Source: an optimization exercise on an open RTL-to-GDS flow (aim: small area, a short achievable clock period and few clock cycles per item). Production flows keep margins and buffers that such runs may drop.
The flow treats the clock pin as an ideal source. Dropping or thinning the clock tree relies on that and would not hold on a real chip.

==> run X <==
Design uac_rx, start of the top module:
module uac_rx (
    input  wire        clk,
    input  wire        rst,           
    input  wire        in_valid,
    output wire        in_ready,
    input  wire [15:0] in_sample,     
    output reg         frame_done,
    output wire        det,
    output reg         ev_valid,
    output wire [11:0] ev_word
);
Settings: LEC_CHECK=0, CAP_MARGIN=20, CORE_MARGIN=2, CORE_UTILIZATION=40, SLEW_MARGIN=20; clock period 24.0 ns.
standard.sh (not shown) runs the stock make flow with config.mk's settings and CLKGATE_MAP_FILE= SYNTH_SCRIPT=/design/flow/synth_recipe.tcl, a recipe that flattens the netlist after the stock synthesis.
==> flow/flow/run.sh <==
#!/bin/bash
# The standard layout (standard.sh) with four changes to how it is made;
# the design, constraints and clock period are unchanged:
#  - synthesis skips Yosys's early generic ABC pass (SYNTH_ARGS=-noabc), so the
#    generated full-adder tree keeps its structure; registers are unchanged;
#  - port buffers are buf_2 cells instead of the default (a slow delay buffer);
#  - the clock tree is built by flow/man_cts.tcl (run as the CTS step's PRE
#    hook): the clock port drives four clkbuf_16, one per quarter of the
#    flip-flops, instead of TritonCTS's two-level tree;
#  - timing repair aims for 18.5 ns of setup slack instead of 0.
# Every tool's output is in standard.log and in orfs/logs.
set -euo pipefail
export SYNTH_ARGS="-noabc"
export BUFFER_PORTS_ARGS="-buffer_cell sky130_fd_sc_hd__buf_2"
export PRE_CTS_TCL="$PWD/flow/man_cts.tcl"
export SETUP_SLACK_MARGIN=18.5
bash standard.sh > standard.log 2>&1
==> flow/flow/man_cts.tcl <==
set NB 4
set buf_master [[ord::get_db] findMaster sky130_fd_sc_hd__clkbuf_16]
set block [ord::get_db_block]
set clk_net [$block findNet clk]
set sinks {}
foreach it [$clk_net getITerms] {
  set inst [$it getInst]
  set loc [$inst getLocation]
  lappend sinks [list $it [lindex $loc 0] [lindex $loc 1]]
}
puts "flow/man_cts.tcl: [llength $sinks] clock sinks"
set sx [lsort -integer -index 1 $sinks]
set n [llength $sx]
set h [expr {$n / 2}]
set groups {}
foreach half [list [lrange $sx 0 [expr {$h - 1}]] [lrange $sx $h end]] {
  set sy [lsort -integer -index 2 $half]
  set m [llength $sy]
  set k [expr {$NB / 2}]
  for {set g 0} {$g < $k} {incr g} {
    set a [expr {$g * $m / $k}]
    set b [expr {($g + 1) * $m / $k - 1}]
    lappend groups [lrange $sy $a $b]
  }
}
set gi 0
foreach grp $groups {
  set sxs 0
  set sys 0
  foreach s $grp {
    incr sxs [lindex $s 1]
    incr sys [lindex $s 2]
  }
  set cx [expr {$sxs / [llength $grp]}]
  set cy [expr {$sys / [llength $grp]}]
  set bi [odb::dbInst_create $block $buf_master "clkbuf_man_$gi"]
  $bi setLocation $cx $cy
  $bi setPlacementStatus PLACED
  set nn [odb::dbNet_create $block "clknet_man_$gi"]
  $nn setSigType CLOCK
  [$bi findITerm A] connect $clk_net
  [$bi findITerm X] connect $nn
  foreach s $grp {
    set it [lindex $s 0]
    $it disconnect
    $it connect $nn
  }
  puts "flow/man_cts.tcl: clkbuf_man_$gi at ($cx, $cy) drives [llength $grp] clock pins"
  incr gi
}
set_propagated_clock [all_clocks]
# the tree is built: make the flow's TritonCTS call a no-op
rename clock_tree_synthesis ""
proc clock_tree_synthesis { args } {
  puts "flow/man_cts.tcl: clock tree built by hand, TritonCTS skipped"
}
==> run A: changes against run X <==
--- a/flow/design.v
+++ b/flow/design.v
@@ -842,65 +842,11 @@
     wire        sb  = idx[0];
     wire [3:0]  j   = idx[4:1];
     wire        bj  = sb ? s2[j] : s1[j];
     wire [13:0] op  = ~bj ? 14'd0 : sb ? ~{xr[15], xr[15:3]} : {{3{s1[10]}}, s1[10:0]};
     wire        sub = sb ^ (j == 4'd10);
-    wire [13:0] pa_b = op ^ {14{sub}};
-    wire [13:0] pa_g = acc & pa_b;
-    wire [13:0] pa_p = acc ^ pa_b;
-    wire pa_c0 = pa_g[0] | (pa_p[0] & sub);
-    wire pa_g1 = pa_g[1] | (pa_p[1] & pa_c0);
-    wire pa_p1 = pa_p[1] & pa_p[0];
-    wire pa_g2 = pa_g[3] | (pa_p[3] & pa_g[2]);
-    wire pa_p2 = pa_p[3] & pa_p[2];
-    wire pa_g3 = pa_g[5] | (pa_p[5] & pa_g[4]);
-    wire pa_p3 = pa_p[5] & pa_p[4];
-    wire pa_g4 = pa_g[7] | (pa_p[7] & pa_g[6]);
-    wire pa_p4 = pa_p[7] & pa_p[6];
-    wire pa_g5 = pa_g[9] | (pa_p[9] & pa_g[8]);
-    wire pa_p5 = pa_p[9] & pa_p[8];
-    wire pa_g6 = pa_g[11] | (pa_p[11] & pa_g[10]);
-    wire pa_p6 = pa_p[11] & pa_p[10];
-    wire pa_g7 = pa_g[13] | (pa_p[13] & pa_g[12]);
-    wire pa_p7 = pa_p[13] & pa_p[12];
-    wire pa_g8 = pa_g[2] | (pa_p[2] & pa_g1);
-    wire pa_p8 = pa_p[2] & pa_p1;
-    wire pa_g9 = pa_g2 | (pa_p2 & pa_g1);
-    wire pa_p9 = pa_p2 & pa_p1;
-    wire pa_g10 = pa_g[6] | (pa_p[6] & pa_g3);
-    wire pa_p10 = pa_p[6] & pa_p3;
-    wire pa_g11 = pa_g4 | (pa_p4 & pa_g3);
-    wire pa_p11 = pa_p4 & pa_p3;
-    wire pa_g12 = pa_g[10] | (pa_p[10] & pa_g5);
-    wire pa_p12 = pa_p[10] & pa_p5;
-    wire pa_g13 = pa_g6 | (pa_p6 & pa_g5);
-    wire pa_p13 = pa_p6 & pa_p5;
-    wire pa_g14 = pa_g[4] | (pa_p[4] & pa_g9);
-    wire pa_p14 = pa_p[4] & pa_p9;
-    wire pa_g15 = pa_g3 | (pa_p3 & pa_g9);
-    wire pa_p15 = pa_p3 & pa_p9;
-    wire pa_g16 = pa_g10 | (pa_p10 & pa_g9);
-    wire pa_p16 = pa_p10 & pa_p9;
-    wire pa_g17 = pa_g11 | (pa_p11 & pa_g9);
-    wire pa_p17 = pa_p11 & pa_p9;
-    wire pa_g18 = pa_g[12] | (pa_p[12] & pa_g13);
-    wire pa_p18 = pa_p[12] & pa_p13;
-    wire pa_g19 = pa_g7 | (pa_p7 & pa_g13);
-    wire pa_p19 = pa_p7 & pa_p13;
-    wire pa_g20 = pa_g[8] | (pa_p[8] & pa_g17);
-    wire pa_p20 = pa_p[8] & pa_p17;
-    wire pa_g21 = pa_g5 | (pa_p5 & pa_g17);
-    wire pa_p21 = pa_p5 & pa_p17;
-    wire pa_g22 = pa_g12 | (pa_p12 & pa_g17);
-    wire pa_p22 = pa_p12 & pa_p17;
-    wire pa_g23 = pa_g13 | (pa_p13 & pa_g17);
-    wire pa_p23 = pa_p13 & pa_p17;
-    wire pa_g24 = pa_g18 | (pa_p18 & pa_g17);
-    wire pa_p24 = pa_p18 & pa_p17;
-    wire pa_g25 = pa_g19 | (pa_p19 & pa_g17);
-    wire pa_p25 = pa_p19 & pa_p17;
-    wire [13:0] an = pa_p ^ {pa_g24, pa_g23, pa_g22, pa_g21, pa_g20, pa_g17, pa_g16, pa_g15, pa_g14, pa_g9, pa_g8, pa_g1, pa_c0, sub};
+    wire [13:0] an  = acc + (op ^ {14{sub}}) + {13'd0, sub};
     wire        fin = (pw & ~ps & (big | tiny)) | (ps & (j == 4'd11));
     wire        det_v = big | (~tiny & ~acc[13] & (|acc[12:5]));    
     reg  [4:0]  win;
     reg  [2:0]  frame_cnt;
     reg         transfer_active;
==> flow/flow/run.sh (replaced) <==
#!/bin/bash
# The standard layout (standard.sh) with three changes to how it is made;
# the design, constraints and clock period are unchanged:
#  - synthesis skips Yosys's early generic ABC pass (SYNTH_ARGS=-noabc), so the
#    generated full-adder tree keeps its structure; registers are unchanged;
#  - port buffers are buf_2 cells instead of the default (a slow delay buffer);
#  - timing repair aims for 18.3 ns of setup slack instead of 0.
# Every tool's output is in standard.log and in orfs/logs.
set -euo pipefail
export SYNTH_ARGS="-noabc"
export BUFFER_PORTS_ARGS="-buffer_cell sky130_fd_sc_hd__buf_2"
export SETUP_SLACK_MARGIN=18.3
bash standard.sh > standard.log 2>&1
Settings changed: CTS_BUF_LIST set to sky130_fd_sc_hd__clkbuf_16, CTS_CLUSTER_DIAMETER set to 150, CTS_CLUSTER_SIZE set to 30.
removed: flow/flow/man_cts.tcl
==> run P: changes against run X <==
==> flow/flow/run.sh (replaced) <==
#!/bin/bash
# The standard layout (standard.sh) with three changes to how it is made;
# the design, constraints and clock period are unchanged:
#  - synthesis skips Yosys's early generic ABC pass (SYNTH_ARGS=-noabc), so the
#    generated full-adder tree keeps its structure; registers are unchanged;
#  - port buffers are buf_2 cells instead of the default (a slow delay buffer);
#  - timing repair aims for 18.2 ns of setup slack instead of 0.
# Every tool's output is in standard.log and in orfs/logs.
set -euo pipefail
export SYNTH_ARGS="-noabc"
export BUFFER_PORTS_ARGS="-buffer_cell sky130_fd_sc_hd__buf_2"
export SETUP_SLACK_MARGIN=18.2
bash standard.sh > standard.log 2>&1
Settings changed: CTS_BUF_LIST set to sky130_fd_sc_hd__clkbuf_8.
removed: flow/flow/man_cts.tcl
==> comparison table <==
Run status: run A no timing/DRC/antenna violations; run X no timing/DRC/antenna violations; run P no timing/DRC/antenna violations
Share of cell area taken by multi-input logic gates: run A 64.6%; run X 68.1%; run P 67.2%
Wire length on met3: run A 1.71 mm; run X 1.38 mm; run P 1.66 mm
CTS tree: run A yes; run X -; run P yes
Per-cell via count in the routed design: run A 5.48; run X 5.51; run P 5.37
Area growth from synthesis to final layout: run A 14.0%; run X 6.68%; run P 7.67%
Post-placement cell area: run A 11,900 µm²; run X 11,900 µm²; run P 11,900 µm²
Total number of cells along the worst setup path: run A 2; run X 2; run P 1
DIE WIDTH: run A 174 µm; run X 173 µm; run P 173 µm
Period Utilization, post-route: run A 24.1%; run X 23.2%; run P 23.9%
Placer congestion estimate: run A 0.928; run X 0.835; run P 0.832
Number of global-route vias before repair: run A 9,077; run X 8,797; run P 8,795
Die Span Y: run A 174 µm; run X 173 µm; run P 173 µm
Avg Cell Area, Syn: run A 9.38 µm²; run X 9.50 µm²; run P 9.50 µm²
Clk Latency, worst-skew pair: run A 0.43 ns; run X 0.19 ns; run P 0.47 ns
Sequential cell area share: run A 19.7%; run X 20.9%; run P 20.5%
Final worst clock skew: run A 0.00958 ns; run X 0.0173 ns; run P 0.0152 ns
Fmax: run A 173 MHz; run X 180 MHz; run P 174 MHz
Proportion of synthesized area in mux cells: run A 11.0%; run X 10.9%; run P 10.9%
Min Tclk post-route: run A 5.77 ns; run X 5.56 ns; run P 5.75 ns
Post-Synthesis Cells: run A 1,230; run X 1,209; run P 1,209
No run of this note included a check of the RTL's function; only the layout flow was run. The clock cells of run X come from the design's own scripts or RTL, not from TritonCTS.

what the ideal ports hide:
In the flow no input, the clock included, has a driving cell. The finished layouts below were timed again as built, in two steps.
Step 1, drivers: a clkbuf_16 drives clk and a buf_2 each remaining input, both assumed.
Step 2 times the ports against the registers' clock, not the clock port: input delays grow and output delays shrink by t, the midpoint of the rising clock arrivals with the driver on.
a / b / c = ideal ports / drivers / drivers and shift; a / b = the first two.
run	t, ns	slack for setup (ns)	worst hold slack (ns)	worst setup path after step 2	latest minus earliest clock arrival (ns)
run X	0.271	18.441 / 18.347 / 18.421	0.464 / 0.464 / 0.464	input to register	0.018 / 0.018
run A	0.474	18.227 / 18.178 / 18.282	0.463 / 0.463 / 0.463	input to register	0.010 / 0.010
run P	0.504	18.255 / 18.217 / 18.323	0.454 / 0.454 / 0.454	input to register	0.016 / 0.016
After both steps every run listed still meets setup and hold. For run X, which loses most, drivers alone change the setup slack by -0.094 ns; drivers and shift together by -0.020 ns.
